This is an optimization exercise on Yosys and OpenROAD, whose aim is small area, a short achievable clock period and few clock cycles, not a production implementation. Only simulation tests tie the RTL to the original design; equivalence was not proved. Power is estimated from default activity; no workload was simulated.

`design/flow/standard.sh`:
```
#!/bin/bash
# synth_recipe.tcl (not shown) runs the flow's synth.tcl, then flattens the netlist and writes it again
# the make line also repeats each setting of config.mk as NAME=value (left out here)
make -C /OpenROAD-flow-scripts/flow DESIGN_CONFIG=/design/flow/config.mk WORK_HOME=/design/flow/orfs CLKGATE_MAP_FILE= SYNTH_SCRIPT=/design/flow/synth_recipe.tcl "${@:-finish}"
```
`design/flow/flow/run.sh`:
```
#!/bin/bash
# Standard layout, with timing repair aiming at 3.5 ns (setup margin 7.5 ns on
# the 11 ns clock) on every violating endpoint, and faster port buffers.
set -euo pipefail
bash standard.sh SETUP_SLACK_MARGIN=7.5 TNS_END_PERCENT=100 \
    BUFFER_PORTS_ARGS="-buffer_cell sky130_fd_sc_hd__buf_4" finish > standard.log 2>&1
```
`design/flow/config.mk`:
```
export PLATFORM = sky130hd
export DESIGN_NAME = bert_core
export DESIGN_NICKNAME = bert_core
export VERILOG_FILES = /design/flow/design.v
export SDC_FILE = /design/flow/constraint.sdc
export NUM_CORES = 4
export LEC_CHECK = 0
export CAP_MARGIN = 20
export CORE_MARGIN = 2
export CORE_UTILIZATION = 40
export SLEW_MARGIN = 20
```
`design/flow/constraint.sdc`:
```
create_clock -name core_clock -period 11.0 [get_ports {clk}]
set_input_delay 2.2000 -clock core_clock [delete_from_list [all_inputs] [get_ports {clk}]]
set_output_delay 2.2000 -clock core_clock [all_outputs]
set_load 0.01 [all_outputs]
```
`design/flow/design.v`:
```
module bert_core (
    input  wire        clk,
    input  wire        rst,
    input  wire        cmd_valid,
    output wire        cmd_ready,
    input  wire [63:0] cmd_data,
    output reg         rsp_valid,
    output reg  [3:0]  rsp_status,
    output wire [63:0] rsp_value,
    output reg         mem_req,
    output reg         mem_we,
    output reg  [31:0] mem_addr,
    output reg  [7:0]  mem_wdata,
    input  wire        mem_gnt,
    input  wire [7:0]  mem_rdata
);
    localparam [3:0] ST_OK      = 4'd0;
    localparam [3:0] ST_ILLEGAL = 4'd1;
    localparam [3:0] ST_CONFIG  = 4'd2;
    localparam [3:0] ST_NOTCONF = 4'd3;
    localparam [3:0] ST_RANGE   = 4'd4;
    localparam [2:0] S_IDLE = 3'd0;
    localparam [2:0] S_DEC  = 3'd1;
    localparam [2:0] S_GEN  = 3'd2;
    localparam [2:0] S_RD   = 3'd3;
    localparam [2:0] S_DEC2 = 3'd4;    
    function [31:0] tap_mask(input [5:0] n);
        case (n)
            6'd2:  tap_mask = 32'h00000003;
            6'd3:  tap_mask = 32'h00000006;
            6'd4:  tap_mask = 32'h0000000C;
            6'd5:  tap_mask = 32'h00000014;
            6'd6:  tap_mask = 32'h00000030;
            6'd7:  tap_mask = 32'h00000060;
            6'd8:  tap_mask = 32'h000000E1;
            6'd9:  tap_mask = 32'h00000110;
            6'd10: tap_mask = 32'h00000240;
            6'd11: tap_mask = 32'h00000500;
            6'd12: tap_mask = 32'h00000E08;
            6'd13: tap_mask = 32'h00001C80;
            6'd14: tap_mask = 32'h00003802;
            6'd15: tap_mask = 32'h00006000;
            6'd16: tap_mask = 32'h0000D008;
            6'd17: tap_mask = 32'h00012000;
            6'd18: tap_mask = 32'h00020400;
            6'd19: tap_mask = 32'h00072000;
            6'd20: tap_mask = 32'h00090000;
            6'd21: tap_mask = 32'h00140000;
            6'd22: tap_mask = 32'h00300000;
            6'd23: tap_mask = 32'h00420000;
            6'd24: tap_mask = 32'h00E10000;
            6'd25: tap_mask = 32'h01200000;
            6'd26: tap_mask = 32'h03880000;
            6'd27: tap_mask = 32'h07200000;
            6'd28: tap_mask = 32'h09000000;
            6'd29: tap_mask = 32'h14000000;
            6'd30: tap_mask = 32'h38000040;
            6'd31: tap_mask = 32'h48000000;
            6'd32: tap_mask = 32'hE0000200;
            default: tap_mask = 32'h00000000;
        endcase
    endfunction
    function slow_order(input [5:0] n);
        slow_order = (n < 6'd6) || (n == 6'd8) || (n == 6'd12) ||
                     (n == 6'd14) || (n == 6'd16);
    endfunction
    function [6:0] subsat(input [6:0] v, input [3:0] s);
        reg [7:0] d;
        begin
            d = {1'b0, v} - {4'd0, s};
            subsat = d[7] ? 7'd0 : d[6:0];
        end
    endfunction
    function [7:0] ge_mask(input [2:0] o);
        case (o)
            3'd0: ge_mask = 8'hFF; 3'd1: ge_mask = 8'hFE; 3'd2: ge_mask = 8'hFC;
            3'd3: ge_mask = 8'hF8; 3'd4: ge_mask = 8'hF0; 3'd5: ge_mask = 8'hE0;
            3'd6: ge_mask = 8'hC0; default: ge_mask = 8'h80;
        endcase
    endfunction
    function [7:0] oh8(input [2:0] o);
        case (o)
            3'd0: oh8 = 8'h01; 3'd1: oh8 = 8'h02; 3'd2: oh8 = 8'h04; 3'd3: oh8 = 8'h08;
            3'd4: oh8 = 8'h10; 3'd5: oh8 = 8'h20; 3'd6: oh8 = 8'h40; default: oh8 = 8'h80;
        endcase
    endfunction
    function sel_act(input [8:0] v, input [7:0] o, input s, input integer kk);
        integer j;
        begin
            sel_act = 1'b0;
            for (j = 0; j <= kk; j = j + 1)
                sel_act = sel_act | (o[j] & v[kk + 1 - j]);
            if (s) sel_act = v[1];
        end
    endfunction
    function [8:0] le9(input [6:0] r);
        integer j;
        for (j = 0; j < 9; j = j + 1)
            le9[j] = (r <= j);
    endfunction
    function [3:0] pop8(input [7:0] v);
        reg [1:0] p0, p1, p2, p3;
        reg [2:0] q0, q1;
        begin
            p0 = {1'b0, v[0]} + {1'b0, v[1]};
            p1 = {1'b0, v[2]} + {1'b0, v[3]};
            p2 = {1'b0, v[4]} + {1'b0, v[5]};
            p3 = {1'b0, v[6]} + {1'b0, v[7]};
            q0 = {1'b0, p0} + {1'b0, p1};
            q1 = {1'b0, p2} + {1'b0, p3};
            pop8 = {1'b0, q0} + {1'b0, q1};
        end
    endfunction
    function [7:0] rev8(input [7:0] v);
        rev8 = {v[0], v[1], v[2], v[3], v[4], v[5], v[6], v[7]};
    endfunction
    function [7:0] sort8(input [7:0] v);
        reg [7:0] a;
        reg       h;
        begin
            a = v;
            begin h = a[0] | a[1]; a[1] = a[0] & a[1]; a[0] = h; end begin h = a[2] | a[3]; a[3] = a[2] & a[3]; a[2] = h; end begin h = a[4] | a[5]; a[5] = a[4] & a[5]; a[4] = h; end begin h = a[6] | a[7]; a[7] = a[6] & a[7]; a[6] = h; end
            begin h = a[0] | a[2]; a[2] = a[0] & a[2]; a[0] = h; end begin h = a[1] | a[3]; a[3] = a[1] & a[3]; a[1] = h; end begin h = a[4] | a[6]; a[6] = a[4] & a[6]; a[4] = h; end begin h = a[5] | a[7]; a[7] = a[5] & a[7]; a[5] = h; end
            begin h = a[1] | a[2]; a[2] = a[1] & a[2]; a[1] = h; end begin h = a[5] | a[6]; a[6] = a[5] & a[6]; a[5] = h; end
            begin h = a[0] | a[4]; a[4] = a[0] & a[4]; a[0] = h; end begin h = a[1] | a[5]; a[5] = a[1] & a[5]; a[1] = h; end begin h = a[2] | a[6]; a[6] = a[2] & a[6]; a[2] = h; end begin h = a[3] | a[7]; a[7] = a[3] & a[7]; a[3] = h; end
            begin h = a[2] | a[4]; a[4] = a[2] & a[4]; a[2] = h; end begin h = a[3] | a[5]; a[5] = a[3] & a[5]; a[3] = h; end
            begin h = a[1] | a[2]; a[2] = a[1] & a[2]; a[1] = h; end begin h = a[3] | a[4]; a[4] = a[3] & a[4]; a[3] = h; end begin h = a[5] | a[6]; a[6] = a[5] & a[6]; a[5] = h; end
            sort8 = a;
        end
    endfunction
    function [3:0] t2b(input [7:0] u);
        t2b = {u[7], u[3] & !u[7], (u[1] & !u[3]) | (u[5] & !u[7]),
               (u[0] & !u[1]) | (u[2] & !u[3]) | (u[4] & !u[5]) | (u[6] & !u[7])};
    endfunction
    reg [2:0]  st;
    reg        rb;            
    reg        rdy;
    reg [7:0]  op;
    reg [23:0] len;           
    assign cmd_ready = rdy;
    wire fmt_o_ok = (len == 24'd0) && (mem_addr[31:6] == 26'd0);
    wire fmt_q_ok = (len == 24'd0) && (mem_addr == 32'd0);
    wire [5:0] c_order = mem_addr[5:0];
    wire is_gen_init = (op == 8'h10) && fmt_o_ok;
    wire is_gen_fill = (op == 8'h11);
    wire is_chk_init = (op == 8'h20) && fmt_o_ok;
    wire is_chk_chk  = (op == 8'h21);
    wire is_query    = (op[7:3] == 5'b00101) && (op[2:0] <= 3'd4) && fmt_q_ok;
    wire order_ok  = (c_order >= 6'd2) && (c_order <= 6'd32);
    wire [24:0] rsum      = {1'b0, mem_addr[23:0]} + {1'b0, len};
    wire        range_bad = (&mem_addr[31:24]) && rsum[24] && (rsum[23:0] != 24'd0);
    wire        hi_addr   = (&mem_addr[31:24]) && (st == S_DEC);
    wire        rbad      = (st == S_DEC2) && rb;
    reg        gen_conf;
    reg [5:0]  gen_order;
    reg [31:0] gen_h;         
    reg        chk_conf;
    reg [5:0]  chk_order;
    reg        chk_sync;      
    reg [31:0] chk_h;         
    reg [5:0]  slack;         
    reg [6:0]  rem;           
    reg [5:0]  zr;            
    reg [6:0]  qr;            
    reg        clr;           
    reg [63:0] rx_v;  reg [7:1] rx_c;  reg rx_s;    
    reg [63:0] in_v;  reg [7:1] in_c;  reg in_s;
    reg [63:0] er_v;  reg [7:1] er_c;  reg er_s;
    reg [63:0] ls_v;  reg [7:1] ls_c;  reg ls_s;
    wire [63:0] rx_val = rx_s ? {64{1'b1}} : rx_v;
    wire [63:0] in_val = in_s ? {64{1'b1}} : in_v;
    wire [63:0] er_val = er_s ? {64{1'b1}} : er_v;
    wire [63:0] ls_val = ls_s ? {64{1'b1}} : ls_v;
    assign rsp_value = ({64{qoh[0]}} & rx_val) | ({64{qoh[1]}} & in_val) |
                       ({64{qoh[2]}} & er_val) | {63'd0, qoh[3] & chk_sync} |
                       ({64{qoh[4]}} & ls_val);
    reg [31:0] tp;            
    reg        ser;           
    reg        cnt0, cnt1;    
    reg [4:0]  qoh;           
    reg [7:0]  f0, f1, f2, f3, f4, f5, f6, f7;
    function [7:0] fsel(input [2:0] p, input [7:0] a0, input [7:0] a1, input [7:0] a2,
                        input [7:0] a3, input [7:0] a4, input [7:0] a5, input [7:0] a6,
                        input [7:0] a7);
        case (p)
            3'd0: fsel = a0; 3'd1: fsel = a1; 3'd2: fsel = a2; 3'd3: fsel = a3;
            3'd4: fsel = a4; 3'd5: fsel = a5; 3'd6: fsel = a6; default: fsel = a7;
        endcase
    endfunction
    reg [2:0]  wp;            
    reg [2:0]  rp_s;          
    reg [2:0]  rp_c;          
    reg [2:0]  occ;           
    reg        rvd;           
    reg [7:0]  head;          
    reg [31:0] hw;            
    reg [7:0]  pfx_s;         
    reg [2:0]  o_s;           
    reg [63:0] hist;          
    reg [7:0]  ebuf;          
    reg        va;
    reg [7:0]  xa;            
    reg [7:0]  ba;            
    reg [7:0]  nba;           
    reg [7:0]  xba;           
    reg [2:0]  oa;
    reg        sa;            
    reg [7:0]  gma, oha;      
    reg [3:0]  x7a;           
    reg        vb;
    reg [7:0]  evb;           
    reg [7:0]  xb2, nb2, mb2;
    reg [2:0]  ob2;
    reg        sb;
    reg [7:0]  xe2;           
    reg        it;            
    reg [2:0]  itp;           
    reg [7:0]  pfx_c;
    reg [2:0]  o_c;
    reg        fl;            
    reg [7:0]  c_ins;
    reg [7:0]  c_err;
    reg        c_loss;
    reg [3:0]  c_ins_n, c_err_n;
    wire gen_act   = (st == S_GEN);
    wire rd_grant  = mem_req && mem_gnt && !mem_we;
    wire pipe_busy = (occ != 3'd0) || va || vb || fl || rvd || it;
    wire rx_busy   = rvd || (rx_c != 7'd0) || (st == S_RD);
    wire chk_busy  = pipe_busy || (c_ins != 8'd0) || c_loss || (c_ins_n != 4'd0) ||
                     (in_c != 7'd0) || (er_c != 7'd0) || (ls_c != 7'd0) || clr;
    reg  rx_busy_r, chk_busy_r;
    wire dec_wait  = (op == 8'h28) ? rx_busy_r : chk_busy_r;
    wire       in_q  = (cmd_data[63:59] == 5'b00101) && (cmd_data[58:56] <= 3'd4) &&
                       (cmd_data[55:0] == 56'd0);
    wire       in_rx = (cmd_data[58:56] == 3'd0);
    reg  [4:0] in_qoh;
    always @(*) begin
        case (cmd_data[58:56])
            3'd0:    in_qoh = 5'b00001;
            3'd1:    in_qoh = 5'b00010;
            3'd2:    in_qoh = 5'b00100;
            3'd3:    in_qoh = 5'b01000;
            default: in_qoh = 5'b10000;
        endcase
    end
    wire [7:0] bb = rev8(head);
    wire       pm = gen_act || chk_sync;       
    reg  [7:0] gm_s;          
    reg  [7:0] oh_s;          
    reg [7:0]  lt;            
    reg [7:0]  m;             
    reg [7:0]  nbnc;          
    reg [7:0]  th;            
    reg [7:0]  t;             
    reg [7:0]  nbv;           
    reg [31:0] hterms;
    reg [7:0]  bterms;
    integer    k, i;
    always @(*) begin
        for (k = 0; k < 8; k = k + 1) begin
            lt[k]   = !gm_s[k];
            m[k]    = ser ? oh_s[k] : gm_s[k];
            nbnc[k] = lt[k] ? pfx_s[k] : bb[k];
        end
        for (k = 0; k < 8; k = k + 1) begin
            for (i = 0; i < 32; i = i + 1)
                hterms[i] = (i >= k) ? (tp[i] & hw[i - k]) : 1'b0;
            th[k] = ^hterms;
            for (i = 0; i < 8; i = i + 1) begin
                if (i >= k)
                    bterms[i] = 1'b0;
                else if (i >= 4)
                    bterms[i] = tp[i] & nbv[k - 1 - i];
                else
                    bterms[i] = tp[i] & nbnc[k - 1 - i];
            end
            t[k]   = th[k] ^ (^bterms);
            nbv[k] = lt[k] ? pfx_s[k] : (pm ? t[k] : bb[k]);
        end
    end
    wire [7:0] x  = bb ^ t;
    wire [7:0] ea = m & x & {8{chk_sync}};
    wire [7:0] ebuf_n = ea | (~m & ebuf);
    wire [71:0] uvec;
    genvar gi;
    generate
        for (gi = 0; gi < 64; gi = gi + 1) begin : g_u
            assign uvec[gi] = hist[63 - gi];
        end
        for (gi = 0; gi < 8; gi = gi + 1) begin : g_ue
            assign uvec[64 + gi] = ebuf[gi];
        end
    endgenerate
    reg  [5:0]  xsh;                                    
    wire [71:0] xw  = uvec >> xsh;
    wire a_done   = !ser || (o_s == 3'd7);
    wire gen_step = !cnt0 && ((ser && (o_s != 3'd7)) || !mem_req || mem_gnt);
    wire a_chk    = !gen_act && !fl && !it && (rp_s != wp);
    wire a_go     = gen_act ? gen_step : a_chk;
    wire [2:0] rp_s1 = rp_s + 3'd1;
    wire [7:0] h_c   = fsel(rp_c,  f0, f1, f2, f3, f4, f5, f6, f7);
    wire [7:0] h_s1  = fsel(rp_s1, f0, f1, f2, f3, f4, f5, f6, f7);
    wire [7:0] h_s0  = fsel(rp_s,  f0, f1, f2, f3, f4, f5, f6, f7);
    wire [5:0] n  = chk_order;
    wire [6:0] n2 = {chk_order, 1'b0};
    wire [7:0] m1 = sa ? oha : gma;
    wire [7:0] um = sort8(m1 & xa);        
    wire [5:0] slx = slack + {2'd0, x7a};
    reg  [5:0] slack_n;
    always @(*) begin
        slack_n = um[0] ? 6'd0 : slx;
        for (k = 1; k < 8; k = k + 1)
            if (um[k - 1] && !um[k]) slack_n = slx - k;
        if (um[7]) slack_n = slx - 6'd8;
    end
    reg        sus;
    always @(*) begin
        sus = 1'b0;
        for (k = 0; k < 8; k = k + 1)
            if (slack == k) sus = um[k];
    end
    wire ite  = xb2[itp];
    wire itx  = xe2[itp];
    wire itlo = ite && !itx && (slack == 6'd0);
    wire [8:0] rem_le = le9(rem);
    wire [8:0] zr_le  = le9({1'b0, zr});
    wire [8:0] qr_le  = le9(qr);
    wire [8:0] n_le   = le9({1'b0, n});
    reg [7:0] le, mz;
    reg       full, zok, qz, cnd, lossk;
    reg [7:0] ev;
    always @(*) begin
        for (k = 0; k < 8; k = k + 1) begin
            for (i = 0; i < 8; i = i + 1) begin
                le[i] = m1[i] && (i <= k);
                mz[i] = le[i] && ((i > k) || !n_le[(k - i) & 7]);
            end
            full  = sel_act(rem_le, oha, sa, k);
            cnd   = sel_act(n_le, oha, sa, k) || sel_act(zr_le, oha, sa, k);
            zok   = !(|(xa & mz)) && cnd;
            qz    = !(|(ba & le)) && sel_act(qr_le, oha, sa, k);
            lossk = sa && xa[k] && !xba[k] && (slack == 6'd0);
            ev[k] = m1[k] && (chk_sync ? lossk : (full && zok && !qz));
        end
    end
    reg  [3:0] a7;
    always @(*) begin
        case (oa)
            3'd0: a7 = 4'd8; 3'd1: a7 = 4'd7; 3'd2: a7 = 4'd6; 3'd3: a7 = 4'd5;
            3'd4: a7 = 4'd4; 3'd5: a7 = 4'd3; 3'd6: a7 = 4'd2; default: a7 = 4'd1;
        endcase
        if (sa) a7 = 4'd1;
    end
    wire [7:0] xm  = m1 & xa;
    wire [7:0] bm  = m1 & ba;
    wire       zx7 = !(|xm);
    wire       zb7 = !(|bm);
    reg  [3:0] r7, rq7;
    always @(*) begin
        r7 = 4'd0; rq7 = 4'd0;
        for (k = 0; k < 8; k = k + 1) begin
            if (xm[k]) r7  = 4'd7 - k;
            if (bm[k]) rq7 = 4'd7 - k;
        end
        if (sa) begin r7 = 4'd0; rq7 = 4'd0; end
    end
    reg [7:0] cm;                      
    reg       anyev;
    reg [2:0] kend;                    
    always @(*) begin
        anyev = 1'b0;
        kend  = sb ? ob2 : 3'd7;
        for (k = 0; k < 8; k = k + 1) begin
            cm[k] = mb2[k] && !anyev;
            if (evb[k] && !anyev) kend = k;
            anyev = anyev || evb[k];
        end
    end
    wire       b_go   = vb && !fl;
    wire       b_done = (kend == 3'd7);
    wire [7:0] nbf    = (cm & nb2) | (~cm & pfx_c);
    function [71:0] cnt_step(input [63:0] v, input [7:1] c, input [3:0] inc);
        reg [8:0] s;
        integer j;
        begin
            s = {1'b0, v[7:0]} + {5'd0, inc};
            cnt_step[7:0] = s[7:0];
            cnt_step[64]  = s[8];
            for (j = 1; j < 8; j = j + 1) begin
                cnt_step[8*j +: 8] = v[8*j +: 8] + {7'd0, c[j]};
                cnt_step[64 + j]   = c[j] & (&v[8*j +: 8]);
            end
        end
    endfunction
    wire [71:0] rx_n = cnt_step(rx_v, rx_c, {rvd, 3'b000});
    wire [71:0] in_n = cnt_step(in_v, in_c, c_ins_n);
    wire [71:0] er_n = cnt_step(er_v, er_c, c_err_n);
    wire [71:0] ls_n = cnt_step(ls_v, ls_c, {3'd0, c_loss});
    always @(posedge clk) begin
        if (rdy) begin
            op  <= cmd_data[63:56];
            len <= cmd_data[55:32];
        end
        if (rvd) begin
            case (wp)
                3'd0: f0 <= mem_rdata; 3'd1: f1 <= mem_rdata;
                3'd2: f2 <= mem_rdata; 3'd3: f3 <= mem_rdata;
                3'd4: f4 <= mem_rdata; 3'd5: f5 <= mem_rdata;
                3'd6: f6 <= mem_rdata; default: f7 <= mem_rdata;
            endcase
            wp <= wp + 3'd1;
        end
        if (fl)
            head <= (rvd && (wp == rp_c)) ? mem_rdata : h_c;
        else if (a_chk && a_done)
            head <= (rvd && (wp == rp_s1)) ? mem_rdata : h_s1;
        else
            head <= (rvd && (wp == rp_s)) ? mem_rdata : h_s0;
        rvd <= rd_grant;
        occ <= occ + {2'd0, rd_grant} - {2'd0, b_go && b_done};
        if (clr) begin
            rx_v <= 64'd0; rx_c <= 7'd0; rx_s <= 1'b0;
            in_v <= 64'd0; in_c <= 7'd0; in_s <= 1'b0;
            er_v <= 64'd0; er_c <= 7'd0; er_s <= 1'b0;
            ls_v <= 64'd0; ls_c <= 7'd0; ls_s <= 1'b0;
        end else begin
            rx_v <= rx_n[63:0]; rx_c <= rx_n[70:64]; rx_s <= rx_s || rx_n[71];
            in_v <= in_n[63:0]; in_c <= in_n[70:64]; in_s <= in_s || in_n[71];
            er_v <= er_n[63:0]; er_c <= er_n[70:64]; er_s <= er_s || er_n[71];
            ls_v <= ls_n[63:0]; ls_c <= ls_n[70:64]; ls_s <= ls_s || ls_n[71];
        end
        clr <= 1'b0;
        rx_busy_r  <= rx_busy;
        chk_busy_r <= chk_busy;
        va <= 1'b0;
        if (fl) begin
            hw    <= chk_h;
            pfx_s <= pfx_c;
            o_s   <= o_c;
            gm_s  <= ge_mask(o_c);
            oh_s  <= oh8(o_c);
            rp_s  <= rp_c;
            hist  <= 64'd0;
            ebuf  <= 8'd0;
        end else if (a_go) begin
            pfx_s <= nbv;
            if (a_done) begin
                o_s  <= 3'd0;
                gm_s <= 8'hFF;
                oh_s <= 8'h01;
                hw  <= {hw[23:0], rev8(nbv)};
            end else begin
                o_s  <= o_s + 3'd1;
                gm_s <= {gm_s[6:0], 1'b0};
                oh_s <= {oh_s[6:0], 1'b0};
            end
            if (!gen_act) begin
                va    <= 1'b1;
                ebuf  <= ebuf_n;
                if (a_done) begin
                    rp_s <= rp_s1;
                    hist <= {hist[55:0], rev8(ebuf_n)};
                end
            end
        end
        if (!it) begin
            xa  <= x;
            ba  <= bb;
            nba <= nbv;
            xba <= xw[7:0];
            x7a <= t2b(sort8(m & xw[7:0]));
            oa  <= o_s;
            gma <= gm_s;
            oha <= oh_s;
            sa  <= ser;
        end else begin
            va  <= va && !fl;
        end
        vb <= 1'b0;
        if (!it) begin
            evb <= ev;
            xb2 <= xa;
            xe2 <= xba;
            nb2 <= nba;
            mb2 <= m1;
            ob2 <= oa;
            sb  <= sa;
            itp <= oa;
        end
        if (fl) begin
            it    <= 1'b0;
            slack <= n;
            rem   <= n2;
            zr    <= n;
            qr    <= n2;
        end else if (it) begin
            itp <= itp + 3'd1;
            evb <= 8'd1 << itp;
            if (itlo || itp == 3'd7) begin
                it <= 1'b0;
                vb <= 1'b1;
            end
            if (!itlo) begin
                evb   <= 8'd0;
                slack <= slack + {5'd0, itx} - {5'd0, ite};
            end
        end else if (va && chk_sync && !sa && sus) begin
            it <= 1'b1;
        end else if (va) begin
            vb    <= 1'b1;
            slack <= slack_n;
            rem   <= subsat(rem, a7);
            zr    <= zx7 ? subsat({1'b0, zr}, a7) : subsat({1'b0, n}, r7);
            qr    <= zb7 ? subsat(qr, a7) : subsat(n2, rq7);
        end
        fl     <= 1'b0;
        c_ins  <= 8'd0;
        c_err  <= 8'd0;
        c_loss <= 1'b0;
        if (b_go) begin
            pfx_c <= nbf;
            if (b_done) begin
                o_c   <= 3'd0;
                chk_h <= {chk_h[23:0], rev8(nbf)};
                rp_c  <= rp_c + 3'd1;
            end else begin
                o_c <= kend + 3'd1;
            end
            if (chk_sync) begin
                c_ins  <= cm;
                c_err  <= cm & xb2;
                c_loss <= anyev;
            end
            if (anyev) begin
                fl       <= 1'b1;
                chk_sync <= !chk_sync;
            end
        end
        c_ins_n <= pop8(c_ins);
        c_err_n <= pop8(c_err);
        rsp_valid <= 1'b0;
        case (st)
            S_IDLE: begin
                if (cmd_valid && in_q && (in_rx ? !rx_busy_r : !chk_busy_r)) begin
                    rsp_valid  <= 1'b1;
                    rsp_status <= chk_conf ? ST_OK : ST_NOTCONF;
                    qoh        <= chk_conf ? in_qoh : 5'd0;
                end else if (cmd_valid) begin
                    rdy <= 1'b0;
                    st  <= S_DEC;
                end
            end
            S_DEC, S_DEC2: begin
                cnt0 <= (len == 24'd0);
                cnt1 <= (len == 24'd1);
                if (!dec_wait && is_gen_fill) begin
                    hw  <= gen_h;
                    tp  <= tap_mask(gen_order);
                    ser <= slow_order(gen_order);
                end
                if (!dec_wait && is_chk_chk) begin
                    hw  <= chk_h;
                    tp  <= tap_mask(chk_order);
                    ser <= slow_order(chk_order);
                end
                if (!dec_wait) begin
                    rsp_status <= ST_OK;
                    qoh        <= 5'd0;
                    rsp_valid  <= 1'b1;
                    rdy        <= 1'b1;
                    st         <= S_IDLE;
                    if (is_gen_init) begin
                        if (!order_ok) rsp_status <= ST_CONFIG;
                        else begin
                            gen_conf  <= 1'b1;
                            gen_order <= c_order;
                            gen_h     <= 32'd1;
                        end
                    end else if (is_chk_init) begin
                        if (!order_ok) rsp_status <= ST_CONFIG;
                        else begin
                            chk_conf  <= 1'b1;
                            chk_order <= c_order;
                            xsh       <= 6'd0 - {c_order[4:0], 1'b0};
                            chk_h     <= 32'd1;
                            chk_sync  <= 1'b0;
                            rem       <= {c_order, 1'b0};
                            zr        <= c_order;
                            qr        <= {c_order, 1'b0};
                            slack     <= c_order;
                            clr       <= 1'b1;
                        end
                    end else if (is_gen_fill) begin
                        if (!gen_conf) rsp_status <= ST_NOTCONF;
                        else if (hi_addr) begin
                            rsp_valid <= 1'b0;
                            rdy       <= 1'b0;
                            st        <= S_DEC2;
                            rb        <= range_bad;
                        end else if (rbad) rsp_status <= ST_RANGE;
                        else if (len != 24'd0) begin
                            rsp_valid <= 1'b0;
                            rdy       <= 1'b0;
                            st        <= S_GEN;
                        end
                    end else if (is_chk_chk) begin
                        if (!chk_conf) rsp_status <= ST_NOTCONF;
                        else if (hi_addr) begin
                            rsp_valid <= 1'b0;
                            rdy       <= 1'b0;
                            st        <= S_DEC2;
                            rb        <= range_bad;
                        end else if (rbad) rsp_status <= ST_RANGE;
                        else if (len != 24'd0) begin
                            rsp_valid <= 1'b0;
                            rdy       <= 1'b0;
                            st        <= S_RD;
                            mem_req   <= 1'b1;
                            mem_we    <= 1'b0;
                        end
                    end else if (is_query) begin
                        if (!chk_conf) rsp_status <= ST_NOTCONF;
                        else begin
                            case (op[2:0])
                                3'd0:    qoh <= 5'b00001;
                                3'd1:    qoh <= 5'b00010;
                                3'd2:    qoh <= 5'b00100;
                                3'd3:    qoh <= 5'b01000;
                                default: qoh <= 5'b10000;
                            endcase
                        end
                    end else begin
                        rsp_status <= ST_ILLEGAL;
                    end
                end
            end
            S_GEN: begin
                if (gen_step && a_done) begin
                    mem_req   <= 1'b1;
                    mem_we    <= 1'b1;
                    mem_wdata <= rev8(nbv);
                    len       <= len - 24'd1;
                    cnt0      <= cnt1;
                    cnt1      <= (len == 24'd2);
                end else if (mem_req && mem_gnt) begin
                    mem_req <= 1'b0;
                    if (cnt0) begin
                        rsp_status <= ST_OK;
                        qoh        <= 5'd0;
                        rsp_valid  <= 1'b1;
                        rdy        <= 1'b1;
                        st         <= S_IDLE;
                        gen_h      <= hw;
                    end
                end
            end
            default: begin  
                if (mem_req && !mem_gnt) begin
                end else if (!cnt1 && (rd_grant ? (occ <= 3'd4) : (occ <= 3'd5))) begin
                    mem_req <= 1'b1;
                    len     <= len - 24'd1;
                    cnt1    <= (len == 24'd2);
                end else begin
                    mem_req <= 1'b0;
                    if (rd_grant && cnt1) begin
                        rsp_status <= ST_OK;
                        qoh        <= 5'd0;
                        rsp_valid  <= 1'b1;
                        rdy        <= 1'b1;
                        st         <= S_IDLE;
                    end
                end
            end
        endcase
        if (rdy) mem_addr <= cmd_data[31:0];
        else if (mem_req && mem_gnt) mem_addr <= mem_addr + 32'd1;
        if (rst) begin
            st        <= S_IDLE;
            rdy       <= 1'b1;
            rsp_valid <= 1'b0;
            mem_req   <= 1'b0;
            mem_we    <= 1'b0;
            gen_conf  <= 1'b0;
            chk_conf  <= 1'b0;
            o_s       <= 3'd0;
            gm_s      <= 8'hFF;
            oh_s      <= 8'h01;
            wp        <= 3'd0;
            rp_s      <= 3'd0;
            rp_c      <= 3'd0;
            occ       <= 3'd0;
            rvd       <= 1'b0;
            va        <= 1'b0;
            vb        <= 1'b0;
            it        <= 1'b0;
            fl        <= 1'b0;
            clr       <= 1'b0;
            c_ins     <= 8'd0;
            c_err     <= 8'd0;
            c_loss    <= 1'b0;
            c_ins_n   <= 4'd0;
            c_err_n   <= 4'd0;
            rx_c      <= 7'd0;
            in_c      <= 7'd0;
            er_c      <= 7'd0;
            ls_c      <= 7'd0;
            rx_v[7:0] <= 8'd0;
            in_v[7:0] <= 8'd0;
            er_v[7:0] <= 8'd0;
            ls_v[7:0] <= 8'd0;
        end
    end
endmodule
```
==> impl_metrics.tcl, run 1 <==
set metrics [dict create \
    status "no timing/DRC/antenna violations" \
    die_w_um 369 \
    grt_remaining_overflow 0 \
    drc 0 \
    place_congestion 0.905 \
    grt_pass1_wl_um 279000 \
    grt_max_degree 98 \
    htreeDepth 3 \
    drv_cap 0 \
    crit_path_end_kind "output pin" \
    crit_required_ns 8.80 \
    root_buffer "clkbuf_16" \
    synthArstFlopShare_pct 0 \
    clk_pin_slew_ns 0.06 \
    p_leak_nw 26.5 \
    wire_per_inst_um 22.6 \
    clock_latency_ns 0.72 \
    stdcell_area_um2 67400 \
    clk_path_buf_depth 3 \
    layout-drive-gt1-share_pct 23.1 \
    ys_seq_elements 941 \
    io_pins 188 \
    startpoint_type "register" \
    fin_crit_ns 4.23 \
    maxSlewHeadroom_pct 20.8 \
    r2r_cells 16 \
    drt-met1-wl_um 76700 \
    mostFrequentLayoutCell "nand2_1" \
    finalMaxSlewViolations 0 \
    vias 48900 \
    hp-class "register to register" \
    power.density_nw_per_um2 247 \
    rr_startpoint "len[13]" \
    finalNetCount 6754 \
    power_mw 16.6 \
    clock-sinks 941 \
    min_from "nba[4]" \
    netlist_instances 6034 \
    syn-num-nets 6326 \
    cts_buffers 103 \
    met2_wirelength_um 87800 \
    post-route-period-util_pct 38.5 \
    fmaxAchievable_mhz 236 \
    skew_ns 0.0448 \
    hpwl_um 117000 \
    setup.worst_path.class "register to output pin" \
    whs_path_depth 0 \
    rows 133 \
    die_area_um2 136000 \
    antenna_found_initial 1 \
    ant_nets 0 \
    setup_tns_ns 0 \
    start_util_pct 40.4 \
    syn_to_final_growth_pct 26.7 \
    cp_max_fo 64 \
    synth-edff-count 315 \
    first_pass_iters 7 \
    fp.dieH_um 369 \
    peakVddDrop_mv 0.268 \
    syn_area_per_cell_um2 8.82 \
    port_buffers 186 \
    synth_area_um2 53200 \
    final_cell_mix "834 x nand2_1, 576 x dfxtp_1, 434 x buf_4, 420 x nor2_1, 414 x o21ai_0" \
    arrival_ns 2.03 \
    worst_pin_slew_ns 1.17 \
    met3_length_um 14000 \
    drtIter0Drc 5266 \
    hold_slack_ns 0.414 \
    routed.top_layer "met4" \
    place_ws_ns 5.64 \
    synth_cell_types 97 \
    fin_ws_ns 6.77 \
    final_cells 8307 \
    setup-violations-final 0 \
    core_area_um2 132000 \
    synth_top_flop_cell "dfxtp_1" \
    yosysWarnings 1 \
    grt_pass1_vias 46100 \
    hold_violations 0 \
    rsz0062_at_grt "true" \
    fin_util_pct 51.2 \
    critPathLaunch "qoh[1]" \
    dp.cells 7643 \
    synth-seq-area-share_pct 41.3 \
    track_usage_pct 26.1 \
    cts_tree "built" \
    via_per_inst 5.89 \
    placed_cell_area_um2 56300 \
    routed_wl_um 188000 \
]
[path summary, 6_finish.rpt]
kind / slack, ns / to
worst max register to register: 6.98 / register
worst min register to register: 0.41 / nb2[4]
worst max-delay path: 6.77 / rsp_value[9]
worst min-delay path: 0.41 / nb2[4]
[metal layers]
metal | vias up | track usage (%)
met1 | 23700 | 34.1
met2 | 2193 | 43.1
met5 | - | 0
li1 | 22500 | -
met4 | 0 | 10.8
met3 | 503 | 3.93
[layout make-up]
cell class	instances	area [µm²]
repair inverters	2	12.5
inverters	141	599
fillers	11900	64400
clock buffers	146	2940
repair buffers	691	7060
multi-input cells	4582	32100
diodes	1	2.50
flip-flops and latches	941	22100
clock inverters	48	439
well taps	1755	2200
[critical path, cell delays in order, from the launching register on]
cell      delay, ns
edfxtp_1       0.42
buf_12         0.21
o21ai_1        0.18
nand4_1        0.23
buf_4          0.22
[sequential cells by signal, indices dropped and copies added, names as in the netlist, 24 cells and up, named ones only]
signal	count
len	24
hist	64
tp	32
chk_h	32
ls_v	64
in_v	64
hw	32
rx_v	61
gen_h	32
mem_addr	32
er_v	64
[cell families after synthesis]
family,Yosys count,share of synthesized area (%)
AO/OA/AOI/OAI,1359,15.4
buffers and inverters,519,3.74
multiplexers,207,5.99
XOR/XNOR,477,7.93
other,1,0.00705
adder cells (fa/ha/maj),218,5.39
AND/OR/NAND/NOR,2312,20.2
flip-flops,941,41.3
[where the power goes]
group	internal, mW	switching, mW
Sequential	4.37	0.846
Combinational	3.66	4.25
Clock	1.98	1.51
Total	10.0	6.61
[synthesized netlist by cell type (44+ instances only)]
cell | n | area, µm²
xor2_1 | 206 | 1800
dfxtp_1 | 626 | 12500
o21ai_0 | 562 | 2810
nand4_1 | 97 | 607
o22ai_1 | 47 | 294
xnor2_1 | 268 | 2350
mux2i_1 | 59 | 591
nor3_1 | 110 | 551
a22oi_1 | 53 | 398
nand2_1 | 889 | 3340
mux2_2 | 64 | 721
nor2b_1 | 103 | 644
nor4_1 | 44 | 275
and3_1 | 94 | 588
inv_1 | 131 | 492
clkbuf_1 | 326 | 1220
or3_1 | 70 | 438
edfxtp_1 | 315 | 9460
nor2_1 | 466 | 1750
mux4_2 | 82 | 1850
ha_1 | 197 | 2460
and2_1 | 51 | 319
a21oi_1 | 326 | 1630
nand3_1 | 270 | 1350
[repair_timing]
action / 4_1_cts / 5_1_grt
buffers inserted: 337 / 98
pin swaps: 161 / 160
gates cloned: 21 / 13
gates resized for setup: 625 / 315
hold buffers: 0 / 0
endpoints found under the setup margin: 504 / 373
Testbench counts, summed over its fixed seeds: cycles 22,912.
==> run 2, diff against run 1 <==
--- a/design/flow/design.v
+++ b/design/flow/design.v
@@ -214,19 +214,18 @@
     reg        sb;
     reg [7:0]  xe2;           
     reg        it;            
-    reg [2:0]  itp;           
+    reg [7:0]  itm;           
     reg [7:0]  pfx_c;
     reg [2:0]  o_c;
     reg        fl;            
     reg [7:0]  c_ins;
     reg [7:0]  c_err;
     reg        c_loss;
-    reg [3:0]  c_ins_n, c_err_n;
     wire gen_act   = (st == S_GEN);
     wire rd_grant  = mem_req && mem_gnt && !mem_we;
     wire pipe_busy = (occ != 3'd0) || va || vb || fl || rvd || it;
     wire rx_busy   = rvd || (rx_c != 7'd0) || (st == S_RD);
-    wire chk_busy  = pipe_busy || (c_ins != 8'd0) || c_loss || (c_ins_n != 4'd0) ||
+    wire chk_busy  = pipe_busy || (c_ins != 8'd0) || c_loss ||
                      (in_c != 7'd0) || (er_c != 7'd0) || (ls_c != 7'd0) || clr;
     reg  rx_busy_r, chk_busy_r;
     wire dec_wait  = (op == 8'h28) ? rx_busy_r : chk_busy_r;
@@ -319,9 +318,13 @@
         for (k = 0; k < 8; k = k + 1)
             if (slack == k) sus = um[k];
     end
-    wire ite  = xb2[itp];
-    wire itx  = xe2[itp];
-    wire itlo = ite && !itx && (slack == 6'd0);
+    reg  [7:0] itoh;          
+    always @(*) begin
+        for (k = 0; k < 8; k = k + 1)
+            itoh[k] = itm[k] && ((itm & ((8'd1 << k) - 8'd1)) == 8'd0);
+    end
+    wire ite  = |(itoh & xb2);    
+    wire itlo = ite && (slack == 6'd0);
     wire [8:0] rem_le = le9(rem);
     wire [8:0] zr_le  = le9({1'b0, zr});
     wire [8:0] qr_le  = le9(qr);
@@ -393,8 +396,8 @@
         end
     endfunction
     wire [71:0] rx_n = cnt_step(rx_v, rx_c, {rvd, 3'b000});
-    wire [71:0] in_n = cnt_step(in_v, in_c, c_ins_n);
-    wire [71:0] er_n = cnt_step(er_v, er_c, c_err_n);
+    wire [71:0] in_n = cnt_step(in_v, in_c, t2b(sort8(c_ins)));
+    wire [71:0] er_n = cnt_step(er_v, er_c, t2b(sort8(c_err)));
     wire [71:0] ls_n = cnt_step(ls_v, ls_c, {3'd0, c_loss});
     always @(posedge clk) begin
         if (rdy) begin
@@ -485,7 +488,7 @@
             mb2 <= m1;
             ob2 <= oa;
             sb  <= sa;
-            itp <= oa;
+            itm <= (xa ^ xba) & m1;
         end
         if (fl) begin
             it    <= 1'b0;
@@ -494,16 +497,14 @@
             zr    <= n;
             qr    <= n2;
         end else if (it) begin
-            itp <= itp + 3'd1;
-            evb <= 8'd1 << itp;
-            if (itlo || itp == 3'd7) begin
+            itm <= itm & ~itoh;
+            evb <= itlo ? itoh : 8'd0;
+            if (itlo || itm == 8'd0) begin
                 it <= 1'b0;
                 vb <= 1'b1;
             end
-            if (!itlo) begin
-                evb   <= 8'd0;
-                slack <= slack + {5'd0, itx} - {5'd0, ite};
-            end
+            if (!itlo && itm != 8'd0)
+                slack <= ite ? slack - 6'd1 : slack + 6'd1;
         end else if (va && chk_sync && !sa && sus) begin
             it <= 1'b1;
         end else if (va) begin
@@ -536,8 +537,6 @@
                 chk_sync <= !chk_sync;
             end
         end
-        c_ins_n <= pop8(c_ins);
-        c_err_n <= pop8(c_err);
         rsp_valid <= 1'b0;
         case (st)
             S_IDLE: begin
@@ -698,8 +697,6 @@
             c_ins     <= 8'd0;
             c_err     <= 8'd0;
             c_loss    <= 1'b0;
-            c_ins_n   <= 4'd0;
-            c_err_n   <= 4'd0;
             rx_c      <= 7'd0;
             in_c      <= 7'd0;
             er_c      <= 7'd0;
==> design/flow/flow/run.sh (replaced) <==
#!/bin/bash
# Standard layout, with timing repair aiming at 4.0 ns (setup margin 7.0 ns on
# the 11 ns clock) on every violating endpoint, and faster port buffers.
set -euo pipefail
bash standard.sh SETUP_SLACK_MARGIN=7.0 TNS_END_PERCENT=100 \
    BUFFER_PORTS_ARGS="-buffer_cell sky130_fd_sc_hd__buf_4" finish > standard.log 2>&1
==> run 2 against run 1 <==
  * Still clean on timing, DRC and antenna
  * Worst hold slack better by 0.0044 ns
  * Non-clock buffer count down 290
  * Synthesized area down 0.63%
  * Clock power up 3%
  * Power up 15%
  * Via count down 3.6%
  * Clock skew up 0.010 ns
  * Clock-buffer cell count down 16
  * Critical path type unchanged
==> impl_metrics.tcl, run 2 <==
set metrics [dict create \
    layout-drive-gt1-share_pct 16.6 \
    die_area_um2 135000 \
    startpoint_type "register" \
    clk_path_buf_depth 3 \
    multiInputGateArea_um2 30500 \
    placed_cell_area_um2 55500 \
    power_mw 19.1 \
    cts_buffers 100 \
    final_cell_mix "821 x nand2_1, 598 x dfxtp_1, 461 x nor2_1, 412 x o21ai_0, 321 x buf_4" \
    skew_ns 0.0552 \
    hold_violations 0 \
    synthArstFlopShare_pct 0 \
    synth_cell_types 99 \
    cts_hold_buffers 0 \
    cp_max_fo 8 \
    worstPathCellList "clkbuf_16, buf_12, o21ai_2, nand4_1, buf_4" \
    first_pass_iters 10 \
    syn_to_final_growth_pct 17.8 \
    port_buffers 186 \
    p_leak_nw 24.3 \
    track_usage_pct 24.7 \
    cpPeakStageDelay_ns 0.52 \
    clock-sinks 930 \
    maxSlewHeadroom_pct 26.5 \
    place_congestion 0.923 \
    grt_remaining_overflow 0 \
    start_util_pct 40.3 \
    setup.worst_path.class "register to output pin" \
    clk_pin_slew_ns 0.06 \
    synth.most_common_cell "nand2_1" \
    yosys-top-cells-area "dfxtp_1 24%, edfxtp_1 17%, nand2_1 5.9%" \
    fill_cells 12400 \
    ant_nets 0 \
    yosys.area.top_type "dfxtp_1" \
    yosysWarnings 1 \
    synth_area_um2 52900 \
    rsz0062_at_grt "true" \
    diodes 0 \
    post-route-period-util_pct 39.9 \
    cts_tree "built" \
    rows 133 \
    drv_cap 0 \
    stdcell_area_um2 62300 \
    netlist_instances 5981 \
    hp-class "register to register" \
    grt_pass1_wl_um 264000 \
    ys_seq_elements 930 \
    syn_area_per_cell_um2 8.84 \
    arrival_ns 2.19 \
    via_per_inst 5.93 \
    crit_required_ns 8.80 \
    status "no timing/DRC/antenna violations" \
    finalMaxSlewViolations 0 \
    synth_top_flop_cell "dfxtp_1" \
    htreeDepth 3 \
    grt_max_degree 77 \
    vias 47100 \
    synth-seq-area-share_pct 41.0 \
    setup-violations-final 0 \
    synth-edff-count 306 \
    finalNetCount 6370 \
    routed_wl_um 180000 \
    mostFrequentLayoutCell "nand2_1" \
    synth_common_cells "831 x nand2_1, 624 x dfxtp_1, 539 x o21ai_0" \
    worst_pin_slew_ns 1.09 \
    wire_per_inst_um 22.6 \
    antenna_found_initial 1 \
    peakVddDrop_mv 0.394 \
    die_w_um 368 \
    io_pins 188 \
    hold_slack_ns 0.419 \
    setup_tns_ns 0 \
    fin_crit_ns 4.39 \
    fp.dieH_um 368 \
    crit_path_end_kind "output pin" \
    grt_pass1_vias 43700 \
    netlist.area_leader.share_pct 23.6 \
    syn-num-nets 6247 \
    clock_latency_ns 0.75 \
    drtIter0Drc 4869 \
    critPathSlowestCell "edfxtp_1" \
    root_buffer "clkbuf_16" \
    power.density_nw_per_um2 307 \
    fmaxAchievable_mhz 228 \
    drc 0 \
    hpwl_um 117000 \
    regArea_um2 21700 \
    core_area_um2 131000 \
]
[run 2: power breakdown]
group | switching [mW] | internal [mW]
logic | 5.70 | 4.20
clock network | 1.54 | 2.06
registers | 0.992 | 4.61
[run 2: routing by layer]
layer	GRT usage (%)	up-vias	wire length [µm]
li1	-	21800	-
met4	8.83	0	6760
met5	0	-	0
met3	3.95	379	15400
met1	33.2	22800	74900
met2	40.0	2149	82700
[run 2: cells by family (layout without fill, tap and decap cells)]
kind of cell / count (synthesis) / after routing / synth area share, %
flip-flops: 930 / 930 / 41.0
multiplexers: 231 / 231 / 6.52
other: 1 / 1 / 0.00709
adder cells (fa/ha/maj): 195 / 195 / 4.73
buffers and inverters: 499 / 704 / 3.67
AO/OA/AOI/OAI: 1351 / 1351 / 15.5
XOR/XNOR: 494 / 494 / 8.37
AND/OR/NAND/NOR: 2280 / 2284 / 20.2
[run 2: worst paths after layout]
path	endpoint	cells after the start	startpoint	slack (ns)
max	rsp_value[1]	5	qoh[4]	6.61
max reg2reg	slack[3]	19	sa	6.99
min	nb2[1]	0	nba[1]	0.42
min reg2reg	nb2[1]	0	nba[1]	0.42
[run 2: worst max-delay path, delay by kind of cell (launching register included)]
family	cells	cell delay, ns
buffers and inverters	3	0.64
DFF	1	0.52
and+or+nand+nor	1	0.25
AOI/OAI and AO/OA	1	0.05
[run 2: cell type report]
cell class	instances	share of cell area, %
timing repair buffer	401	6.29
sequential	930	34.9
multi-input combinational	4556	48.9
inverter	115	0.755
clock buffer	130	4.46
tap	1755	3.52
clock inverter	58	1.19
[run 2: timing repair]
item / 4_1_cts / 5_1_grt
resized for setup: 241 / 256
buffers inserted: 63 / 59
pin swaps: 47 / 65
cloned: 9 / 25
endpoints found under the setup margin: 209 / 171
[run 2: metrics by stage]
step | instances | utilization [%] | worst slack (ns)
6_report | 7945 | 47.4 | 6.61
2_1_floorplan | 5981 | - | 6.90
3_3_place_gp | 7599 | 42.3 | 5.99
5_1_grt | 7945 | 47.4 | 6.58
4_1_cts | 7859 | 46.1 | 6.62
3_5_place_dp | 7599 | 42.3 | 5.86
Testbench counts of run 2, summed over its fixed seeds: cycles 22,684.
==> run 3, diff against run 2 <==
--- a/design/flow/config.mk
+++ b/design/flow/config.mk
@@ -7,5 +7,5 @@
 export LEC_CHECK = 0
 export CAP_MARGIN = 20
 export CORE_MARGIN = 2
-export CORE_UTILIZATION = 40
+export CORE_UTILIZATION = 60
 export SLEW_MARGIN = 20
==> run 3 against run 2 <==
  * Still clean on timing, DRC and antenna
  * Critical path depth rose by 1
  * Final cell count is 7.8% lower
  * Die area shrank 33%
  * Synthesized area unchanged
  * Power fell by 1.7%
  * Cell area is 1.5% lower
  * Sequential power down 0.9%
  * Global-route usage is 12 points higher
  * Via count grew 1.1%
==> impl_metrics.tcl, run 3 <==
set metrics [dict create \
    status "no timing/DRC/antenna violations" \
    finalMaxSlewViolations 0 \
    arrival_ns 2.05 \
    via_per_inst 6.50 \
    io_pins 188 \
    worst_pin_slew_ns 1.16 \
    routed_wl_um 173000 \
    diodes 0 \
    cts_tree "built" \
    power.density_nw_per_um2 306 \
    finalNetCount 6356 \
    final_cell_mix "817 x nand2_1, 589 x dfxtp_1, 464 x nor2_1, 412 x o21ai_0, 332 x buf_4" \
    peakVddDrop_mv 0.649 \
    grt_max_degree 90 \
    synthArstFlopShare_pct 0 \
    cts_buffers 98 \
    netlist_instances 5981 \
    cp_max_fo 8 \
    synth-seq-area-share_pct 41.0 \
    synth-edff-count 306 \
    hpwl_um 113000 \
    startpoint_type "register" \
    mostFrequentLayoutCell "nand2_1" \
    skew_ns 0.0407 \
    clock-sinks 930 \
    yosysWarnings 1 \
    fin_ws_ns 6.75 \
    power_switching_share_pct 42.8 \
    maxSlewHeadroom_pct 22.7 \
    clk_path_buf_depth 3 \
    setup_tns_ns 0 \
    wire_per_inst_um 23.6 \
    grt_pass1_vias 44000 \
    clock_latency_ns 0.71 \
    setup.worst_path.class "register to output pin" \
    crit_path_end_kind "output pin" \
    post-route-period-util_pct 38.6 \
    p_switching_mw 8.05 \
    htreeDepth 3 \
    rows 108 \
    antenna_found_initial 2 \
    cts_hold_buffers 0 \
    synth_area_um2 52900 \
    netlist.area_leader.share_pct 23.6 \
    setup-violations-final 0 \
    synth_common_cells "831 x nand2_1, 624 x dfxtp_1, 539 x o21ai_0" \
    track_usage_pct 36.9 \
    vias 47600 \
    pwr-share-clk_pct 18.2 \
    synth.most_common_cell "nand2_1" \
    fmaxAchievable_mhz 235 \
    syn-num-nets 6247 \
    grt_remaining_overflow 0 \
    rsz0062_at_grt "true" \
    fp.dieH_um 301 \
    drtIter0Drc 5780 \
    intPower_mw 10.7 \
    synth_top_flop_cell "dfxtp_1" \
    place_ws_ns 5.91 \
    port_buffers 186 \
    drv_cap 0 \
    yosys-top-cells-area "dfxtp_1 24%, edfxtp_1 17%, nand2_1 5.9%" \
    synth_cell_types 99 \
    syn_area_per_cell_um2 8.84 \
    crit_required_ns 8.80 \
    first_pass_iters 10 \
    layout-drive-gt1-share_pct 16.7 \
    clk_pin_slew_ns 0.06 \
    start_util_pct 60.8 \
    hp-class "register to register" \
    hold_violations 0 \
    seqPwrFrac_pct 29.6 \
    grt_pass1_wl_um 261000 \
    fin_crit_ns 4.25 \
    yosys.area.top_type "dfxtp_1" \
    place_congestion 0.997 \
    die_area_um2 90500 \
    p_leak_nw 24.2 \
    ant_nets 0 \
    drc 0 \
    pwr-share-comb_pct 52.2 \
    die_w_um 301 \
    ys_seq_elements 930 \
    root_buffer "clkbuf_16" \
    fill_cells 6797 \
    core_area_um2 87000 \
    syn_to_final_growth_pct 16.1 \
]
[run 3: logic make-up after synthesis]
group,synth area share [%]
simple gates,20.2
compound gates,15.5
flops,41.0
buf+inv,3.67
xor+xnor,8.37
mux,6.52
fa+ha+maj,4.73
other cells,0.00709
[run 3: area by class of cell]
class | instances | area (µm²) | share of cell area [%]
clock inverters | 33 | 354 | 0.577
clock buffers | 148 | 2960 | 4.82
repair buffers | 390 | 3710 | 6.05
flip-flops and latches | 930 | 21700 | 35.4
well taps | 1155 | 1450 | 2.35
inverters | 115 | 470 | 0.767
multi-input cells | 4555 | 30700 | 50.0
[run 3: routing by layer]
layer	GRT usage (%)	up-vias	wire (µm)
met5	0	-	27
met4	17.2	4	9050
met3	5.87	517	16100
met2	57.5	2561	77300
met1	50.4	22800	70500
li1	-	21800	-
[run 3: timing repair]
| action | in CTS | in global routing |
|---|---|---|
| cloned | 16 | 6 |
| endpoints found under the setup margin | 210 | 196 |
| gates resized for setup | 340 | 177 |
| pin swaps | 72 | 73 |
| hold endpoints to repair | 0 | 0 |
| buffers inserted | 89 | 40 |
[run 3: per-stage QoR]
stage | utilization (%) | power, mW | instance area [µm²] | hold WS (ns) | instances
floorplan | - | 11.6 | 52900 | 0.400 | 5981
global placement | 62.9 | 14.4 | 54700 | 0.401 | 6993
detailed placement | 62.9 | 14.4 | 54700 | 0.405 | 6993
CTS | 69.2 | 18.2 | 60200 | 0.414 | 7279
global route | 70.5 | 19.6 | 61400 | 0.425 | 7326
finish | 70.5 | 18.8 | 61400 | 0.415 | 7326
[run 3: worst paths after layout]
check,start,to,slack [ns],depth (start not counted)
setup / recovery,qoh[4],rsp_value[54],6.75,6
hold / removal,nba[6],nb2[6],0.41,0
setup reg to reg,sa,rem[6],6.96,21
hold reg to reg,nba[6],nb2[6],0.41,0
[run 3: worst max-delay path, cell delays in order (launching register included)]
cell	delay (ns)
edfxtp_1	0.41
buf_12	0.17
buf_12	0.14
buf_12	0.15
o21ai_2	0.07
nand4_1	0.21
buf_4	0.22
[run 3: power groups by stage]
stage / clock network [mW] / registers (mW) / logic [mW]
2_1_floorplan: 0 / 5.10 / 6.53
3_3_place_gp: 0 / 5.56 / 8.80
3_5_place_dp: 0 / 5.57 / 8.88
4_1_cts: 3.45 / 5.49 / 9.27
5_1_grt: 3.58 / 5.61 / 10.4
6_report: 3.42 / 5.56 / 9.80

-- static timing again, ports no longer ideal --
In the flow no input, the clock included, has a driving cell. The finished layouts below were timed again as built, in two steps.
Step 1: set_driving_cell puts a clkbuf_16 on clk and a buf_2 on each other input, an assumption about the parent block.
Step 2, shift: input delay + t, output delay - t, t = (earliest + latest rising clock arrival at the registers) / 2. This alone moves slack from input paths to output paths.
a / b / c = no drivers / after step 1 / after step 2; a / b = the first two.
run	shift t [ns]	slack for setup (ns)	cell pins on the clock port's net
run 1	0.785	6.769 / 6.690 / 6.537	1
run 2	0.797	6.609 / 6.532 / 6.326	1
run 3	0.754	6.750 / 6.682 / 6.300	1
After both steps setup and hold are still met in every run listed. For run 3, which loses most, drivers alone change the setup slack by -0.068 ns; drivers and shift together by -0.450 ns.
